This is an optimization exercise on Yosys and OpenROAD, whose aim is small area, not a production implementation.
Only simulation tests tie the RTL to the original design; equivalence was not proved.

==> job 1578: inputs <==
// kram_core
module kram_core (
    input  wire        clk,
    input  wire        rst,
    input  wire        cmd_valid,
    input  wire [7:0]  cmd_op,
    input  wire [15:0] cmd_a,
    input  wire [15:0] cmd_b,
    output wire        busy,
    output wire [1:0]  result,
    output wire [7:0]  status,
    input  wire [3:0]  csr_addr,
    output reg  [31:0] csr_rdata,
    output reg         bmp_req,
    output wire [15:0] bmp_row,
    output wire [12:0] bmp_col,
    input  wire        bmp_ack,
    input  wire [7:0]  bmp_data,
    input  wire        bus_open_ok,
    output reg         breq,
    input  wire        bgnt,
    input  wire        berr,
    output reg         cs,
    output wire        sclk,
    output wire        sdo
);
    localparam [7:0] OP_INIT     = 8'h01;
    localparam [7:0] OP_ENCODE   = 8'h02;
    localparam [7:0] OP_TRANSMIT = 8'h04;
    localparam [7:0] OP_SHUTDOWN = 8'h05;
    localparam [1:0] R_OK   = 2'd0;
    localparam [1:0] R_GEOM = 2'd1;
    localparam [1:0] R_BUSU = 2'd2;
    localparam [1:0] R_TXF  = 2'd3;
    localparam [1:0] L_UNINIT = 2'd0;
    localparam [1:0] L_READY  = 2'd1;
    localparam [1:0] L_CLOSED = 2'd2;
    localparam [4:0] S_IDLE     = 5'd0;
    localparam [4:0] S_CHK_REF  = 5'd1;    
    localparam [4:0] S_CHK_DONE = 5'd2;    
    localparam [4:0] S_CHK_OPEN = 5'd3;    
    localparam [4:0] S_CHK_TX   = 5'd4;    
    localparam [4:0] S_CHK_SHUT = 5'd5;    
    localparam [4:0] S_OPEN     = 5'd6;
    localparam [4:0] S_SETUP    = 5'd7;
    localparam [4:0] S_CMDB     = 5'd8;
    localparam [4:0] S_FLIP     = 5'd9;
    localparam [4:0] S_ACQ      = 5'd10;
    localparam [4:0] S_CFG      = 5'd11;
    localparam [4:0] S_CSA      = 5'd12;
    localparam [4:0] S_LOAD     = 5'd13;
    localparam [4:0] S_FETCH    = 5'd14;
    localparam [4:0] S_SHIFT    = 5'd15;
    localparam [4:0] S_CSD      = 5'd16;
    localparam [4:0] S_REL      = 5'd17;
    localparam [4:0] S_CLOSE    = 5'd18;
    localparam [4:0] S_DONE     = 5'd19;
    localparam [2:0] K_CMD  = 3'd0;
    localparam [2:0] K_HDR0 = 3'd1;
    localparam [2:0] K_HDR1 = 3'd2;
    localparam [2:0] K_PIX  = 3'd3;
  ...
==> flow/config.mk <==
export PLATFORM = sky130hd
export DESIGN_NAME = kram_core
export DESIGN_NICKNAME = kram_core
export VERILOG_FILES = /design/flow/design.v
export SDC_FILE = /design/flow/constraint.sdc
export NUM_CORES = 4
export LEC_CHECK = 0
export CAP_MARGIN = 20
export CORE_MARGIN = 2
export CORE_UTILIZATION = 40
export PLACE_DENSITY = 0.6
export SLEW_MARGIN = 20
==> flow/constraint.sdc <==
create_clock -name core_clock -period 10.0 [get_ports {clk}]
set_input_delay 2.0000 -clock core_clock [delete_from_list [all_inputs] [get_ports {clk}]]
set_output_delay 2.0000 -clock core_clock [all_outputs]
set_load 0.01 [all_outputs]
run.sh (not shown) runs the stock make flow with config.mk's settings and CLKGATE_MAP_FILE= SYNTH_SCRIPT=/design/flow/synth_recipe.tcl, a recipe that flattens the netlist after the stock synthesis.
==> job 8954: changes against job 1578 <==
==> flow/design.v (replaced) <==
module kram_core (
    input  wire        clk,
    input  wire        rst,
    input  wire        cmd_valid,
    input  wire [7:0]  cmd_op,
    input  wire [15:0] cmd_a,
    input  wire [15:0] cmd_b,
    output wire        busy,
    output wire [1:0]  result,
    output wire [7:0]  status,
    input  wire [3:0]  csr_addr,
    output reg  [31:0] csr_rdata,
    output reg         bmp_req,
    output wire [15:0] bmp_row,
    output wire [12:0] bmp_col,
    input  wire        bmp_ack,
    input  wire [7:0]  bmp_data,
    input  wire        bus_open_ok,
    output reg         breq,
    input  wire        bgnt,
    input  wire        berr,
    output reg         cs,
    output wire        sclk,
    output wire        sdo
);
    localparam [7:0] OP_INIT     = 8'h01;
    localparam [7:0] OP_ENCODE   = 8'h02;
    localparam [7:0] OP_TRANSMIT = 8'h04;
    localparam [7:0] OP_SHUTDOWN = 8'h05;
    localparam [1:0] R_OK   = 2'd0;
    localparam [1:0] R_GEOM = 2'd1;
    localparam [1:0] R_BUSU = 2'd2;
    localparam [1:0] R_TXF  = 2'd3;
    localparam [1:0] L_UNINIT = 2'd0;
    localparam [1:0] L_READY  = 2'd1;
    localparam [1:0] L_CLOSED = 2'd2;
    localparam [4:0] S_IDLE     = 5'd0;
    localparam [4:0] S_CHK_REF  = 5'd1;    
    localparam [4:0] S_CHK_DONE = 5'd2;    
    localparam [4:0] S_CHK_OPEN = 5'd3;    
    localparam [4:0] S_CHK_TX   = 5'd4;    
    localparam [4:0] S_CHK_ENC  = 5'd5;    
    localparam [4:0] S_CHK_SHUT = 5'd6;    
    localparam [4:0] S_OPEN     = 5'd7;
    localparam [4:0] S_SETUP    = 5'd8;
    localparam [4:0] S_CMDB     = 5'd9;
    localparam [4:0] S_FLIP     = 5'd10;
    localparam [4:0] S_ACQ      = 5'd11;
    localparam [4:0] S_CFG      = 5'd12;
    localparam [4:0] S_CSA      = 5'd13;
    localparam [4:0] S_LOAD     = 5'd14;
    localparam [4:0] S_FETCH    = 5'd15;
    localparam [4:0] S_SHIFT    = 5'd16;
    localparam [4:0] S_CSD      = 5'd17;
    localparam [4:0] S_REL      = 5'd18;
    localparam [4:0] S_CLOSE    = 5'd19;
    localparam [4:0] S_DONE     = 5'd20;
    localparam [1:0] K_CMD  = 2'd0;
    localparam [1:0] K_HDR0 = 2'd1;    
    localparam [1:0] K_HDR1 = 2'd2;    
    localparam [1:0] K_PIX  = 2'd3;
    reg [4:0]  state;
    reg [1:0]  life;
    reg        pol;
    reg [1:0]  res;
    reg [1:0]  pres;         
    reg        own;
    reg [12:0] w;            
    reg [15:0] h;
    reg [29:1] flen;         
    reg [15:0] row;
    reg [12:0] col;
    reg [1:0]  kind;
    reg        trl;          
    reg [8:0]  sr;           
    reg [1:0]  ph;           
    reg [24:0] acc;          
    assign busy    = (state != S_IDLE);
    assign result  = res;
    assign status  = {2'b00, own, cs, busy, pol, life};
    assign sclk    = (state == S_SHIFT) & ph[1];
    assign sdo     = (state == S_SHIFT) & sr[8];
    assign bmp_row = row;
    assign bmp_col = col;
    wire cfg = (life != L_UNINIT);
    wire [29:0] flen_v = {flen, ~(w[0] & h[0])};
    always @(*) begin
        case (csr_addr)
            4'd0:    csr_rdata = {30'd0, life};
            4'd1:    csr_rdata = {24'd0, status};
            4'd2:    csr_rdata = {30'd0, res};
            4'd3:    csr_rdata = cfg ? {16'd0, w, 3'd0} : 32'd0;
            4'd4:    csr_rdata = cfg ? {16'd0, h} : 32'd0;
            4'd5:    csr_rdata = cfg ? {19'd0, w} : 32'd0;
            4'd6:    csr_rdata = cfg ? {2'd0, flen_v} : 32'd0;
            4'd7:    csr_rdata = 32'd8;
            4'd8:    csr_rdata = 32'd2000000;
            4'd9:    csr_rdata = 32'd255;
            default: csr_rdata = 32'd0;
        endcase
    end
    wire geom_ok  = (cmd_a[15:3] != 13'd0) && (cmd_a[2:0] == 3'd0) && (cmd_b != 16'd0);
    wire low_ok   = (cmd_a[2:0] == 3'd0);
    wire ready    = (life == L_READY);
    reg [4:0] chk_state;
    reg [1:0] chk_res;
    always @(*) begin
        chk_state = S_CHK_REF;
        chk_res   = R_GEOM;
        case (cmd_op)
            OP_INIT: begin
                if (ready)             chk_state = S_CHK_REF;
                else if (!geom_ok)     chk_state = S_CHK_DONE;
                else                   chk_state = S_CHK_OPEN;
            end
            OP_ENCODE: begin
                if (!ready)            chk_state = S_CHK_REF;
                else if (!low_ok)      chk_state = S_CHK_DONE;
                else                   chk_state = S_CHK_ENC;
            end
            OP_TRANSMIT: begin
                if (!ready)            chk_state = S_CHK_REF;
                else if (!low_ok)      chk_state = S_CHK_DONE;
                else                   chk_state = S_CHK_TX;
            end
            OP_SHUTDOWN: begin
                if (!ready)            chk_state = S_CHK_REF;
                else                   chk_state = S_CHK_SHUT;
            end
            default: chk_state = S_CHK_REF;
        endcase
    end
    wire row_eq = (row == h);
    wire col_eq = (col == w);
    wire geom_eq = row_eq & col_eq;
    wire [13:0] m     = {1'b0, col} + 14'd2;
    reg  [4:0]  digit;
    always @(*) begin
        case (state)
            S_CHK_OPEN: digit = {1'b0, m[13:10]};
            S_OPEN:     digit = m[9:5];
            default:    digit = m[4:0];
        endcase
    end
    wire        last_step = (state == S_SETUP);
    wire [29:0] mac = {acc, 3'd0, last_step, last_step} + row * digit;
    wire [15:0] row_inc  = row + 16'd1;
    wire [12:0] col_inc  = col + 13'd1;
    wire        last_bit = (ph == 2'd3) && (sr[7:0] == 8'h80);
    wire        row_done = (kind == K_PIX) && col_eq;
    wire [7:0]  pix_byte = {bmp_data[0], bmp_data[1], bmp_data[2], bmp_data[3],
                            bmp_data[4], bmp_data[5], bmp_data[6], bmp_data[7]};
    always @(posedge clk) begin
        if (rst) begin
            state   <= S_IDLE;
            life    <= L_UNINIT;
            pol     <= 1'b0;
            res     <= R_OK;
            own     <= 1'b0;
            breq    <= 1'b0;
            cs      <= 1'b0;
            bmp_req <= 1'b0;
        end else begin
            case (state)
                S_IDLE:     if (cmd_valid) state <= chk_state;
                S_CHK_REF:  state <= S_IDLE;
                S_CHK_DONE: state <= S_DONE;
                S_CHK_ENC:  state <= S_DONE;
                S_CHK_OPEN: state <= S_OPEN;
                S_CHK_TX:   state <= geom_eq ? S_CMDB : S_DONE;
                S_CHK_SHUT: state <= S_CLOSE;
                S_OPEN:     state <= bus_open_ok ? S_SETUP : S_DONE;
                S_SETUP: begin
                    pol   <= 1'b1;
                    life  <= L_READY;
                    state <= S_DONE;
                end
                S_CMDB:     state <= S_FLIP;
                S_FLIP: begin
                    pol   <= ~pol;
                    breq  <= 1'b1;
                    state <= S_ACQ;
                end
                S_ACQ: begin
                    if (bgnt) begin
                        own   <= 1'b1;
                        state <= S_CFG;
                    end else if (col[7:0] == 8'd255) begin
                        breq  <= 1'b0;
                        state <= S_DONE;
                    end
                end
                S_CFG:      state <= S_CSA;
                S_CSA: begin
                    cs    <= 1'b1;
                    state <= S_LOAD;
                end
                S_LOAD: begin
                    if (berr)
                        state <= S_CSD;
                    else if (kind == K_PIX && !col_eq) begin
                        bmp_req <= 1'b1;
                        state   <= S_FETCH;
                    end else
                        state <= S_SHIFT;
                end
                S_FETCH: begin
                    if (berr) begin
                        bmp_req <= 1'b0;
                        state   <= S_CSD;
                    end else if (bmp_ack) begin
                        bmp_req <= 1'b0;
                        state   <= S_SHIFT;
                    end
                end
                S_SHIFT: begin
                    if (berr)
                        state <= S_CSD;
                    else if (last_bit)
                        state <= (trl && kind == K_HDR1) ? S_CSD : S_LOAD;
                end
                S_CSD: begin
                    cs    <= 1'b0;
                    state <= S_REL;
                end
                S_REL: begin
                    own   <= 1'b0;
                    breq  <= 1'b0;
                    state <= S_DONE;
                end
                S_CLOSE: begin
                    cs    <= 1'b0;
                    own   <= 1'b0;
                    breq  <= 1'b0;
                    life  <= L_CLOSED;
                    state <= S_DONE;
                end
                S_DONE: begin
                    res   <= pres;
                    state <= S_IDLE;
                end
                default: state <= S_IDLE;
            endcase
        end
    end
    always @(posedge clk) begin
        acc <= (state == S_IDLE) ? 25'd0 : mac[24:0];
        case (state)
            S_IDLE: begin
                row  <= cmd_b;
                col  <= cmd_a[15:3];
                if (cmd_valid) pres <= chk_res;
            end
            S_CHK_ENC: pres <= geom_eq ? R_OK : R_GEOM;
            S_CHK_TX:  pres <= R_GEOM;
            S_OPEN:  if (!bus_open_ok) pres <= R_BUSU;
            S_SETUP: begin
                w    <= col;
                h    <= row;
                flen <= mac[29:1];
                pres <= R_OK;
            end
            S_FLIP:  col <= 13'd0;
            S_ACQ:   begin
                col <= col_inc;
                if (!bgnt) pres <= R_TXF;
            end
            S_CSA: begin
                pres <= R_OK;
                kind <= K_CMD;
                trl  <= 1'b0;
                row  <= 16'd0;
            end
            S_LOAD: begin
                ph <= 2'd0;
                if (berr) pres <= R_TXF;
                if (row_done) begin
                    kind <= K_HDR0;
                    row  <= row_inc;
                end
                case (kind)
                    K_CMD:   sr <= {6'd0, ~pol, 1'b1, 1'b1};
                    K_HDR1:  sr <= {trl ? 8'd0 : row_inc[7:0], 1'b1};
                    default: sr <= {8'd0, 1'b1};
                endcase
            end
            S_FETCH: begin
                if (berr) pres <= R_TXF;
                else if (bmp_ack) sr <= {pix_byte, 1'b1};
            end
            S_SHIFT: begin
                if (berr) pres <= R_TXF;
                else begin
                    ph <= ph + 2'd1;
                    if (ph == 2'd3) sr <= {sr[7:0], 1'b0};
                    if (last_bit) begin
                        case (kind)
                            K_CMD:  kind <= K_HDR0;
                            K_HDR0: begin kind <= K_HDR1; trl <= row_eq; end
                            K_HDR1: begin kind <= K_PIX; col <= 13'd0; end
                            default: col <= col_inc;
                        endcase
                    end
                end
            end
            S_CLOSE: pres <= R_OK;
            default: ;
        endcase
    end
endmodule
==> metrics.md <==
| Metric | Value |
|---|---|
| Outcome | `timing/DRC/antenna clean` |
| Critical-path cell list | `clkdlybuf4s50_1 -> inv_1 -> nand2_1 -> nor3b_2 -> buf_4 -> inv_1 -> nor2_1 -> and2_1 -> clkdlybuf4s50_1` |
| Compound-Gate Fraction of Synth Area | `14.5%` |
| Regs by FF count | `flen (30), acc (25)` |
| Die area | `30200 um2` |
| Clock buffer count | `19` |
| Crit Path Max Fanout | `15` |
| Site Rows | `62` |
That was job 1578.
==> metrics.md <==
| Metric | Value |
|---|---|
| Clock buffer count | `21` |
| Site Rows | `60` |
| Critical-path cell list | `clkdlybuf4s50_1 -> nand2b_1 -> nor2_1 -> a221oi_1 -> o21ai_0 -> clkdlybuf4s50_1` |
| Compound-Gate Fraction of Synth Area | `13.4%` |
| Crit Path Max Fanout | `16` |
| Die area | `28500 um2` |
| Regs by FF count | `flen (29), acc (25)` |
| Outcome | `timing/DRC/antenna clean` |
That was job 8954.

## port drivers added, routing unchanged
The flow's constraints put no driver on any port. The routed layouts listed below were extracted and timed again, unchanged, in two steps.
Step 1: set_driving_cell puts a clkbuf_16 on clk and a buf_2 on each other input, an assumption about the parent block.
Step 2 also shifts input and output timing later by t, the mid clock arrival at the registers, as if the neighbouring blocks saw the same clock.
Three values: ideal, step 1, step 2; two values: the first two.
run	t, ns	setup slack, ns	worst data-port slew with drivers (ns)	pins driven straight from the clock port
job 1578	0.478	3.051 / 3.026 / 3.026	0.05	1
job 8954	0.464	2.861 / 2.839 / 2.839	0.04	1
After both steps every run listed still meets setup and hold. For job 1578, which loses most, drivers alone change the setup slack by -0.025 ns; drivers and shift together by -0.025 ns.
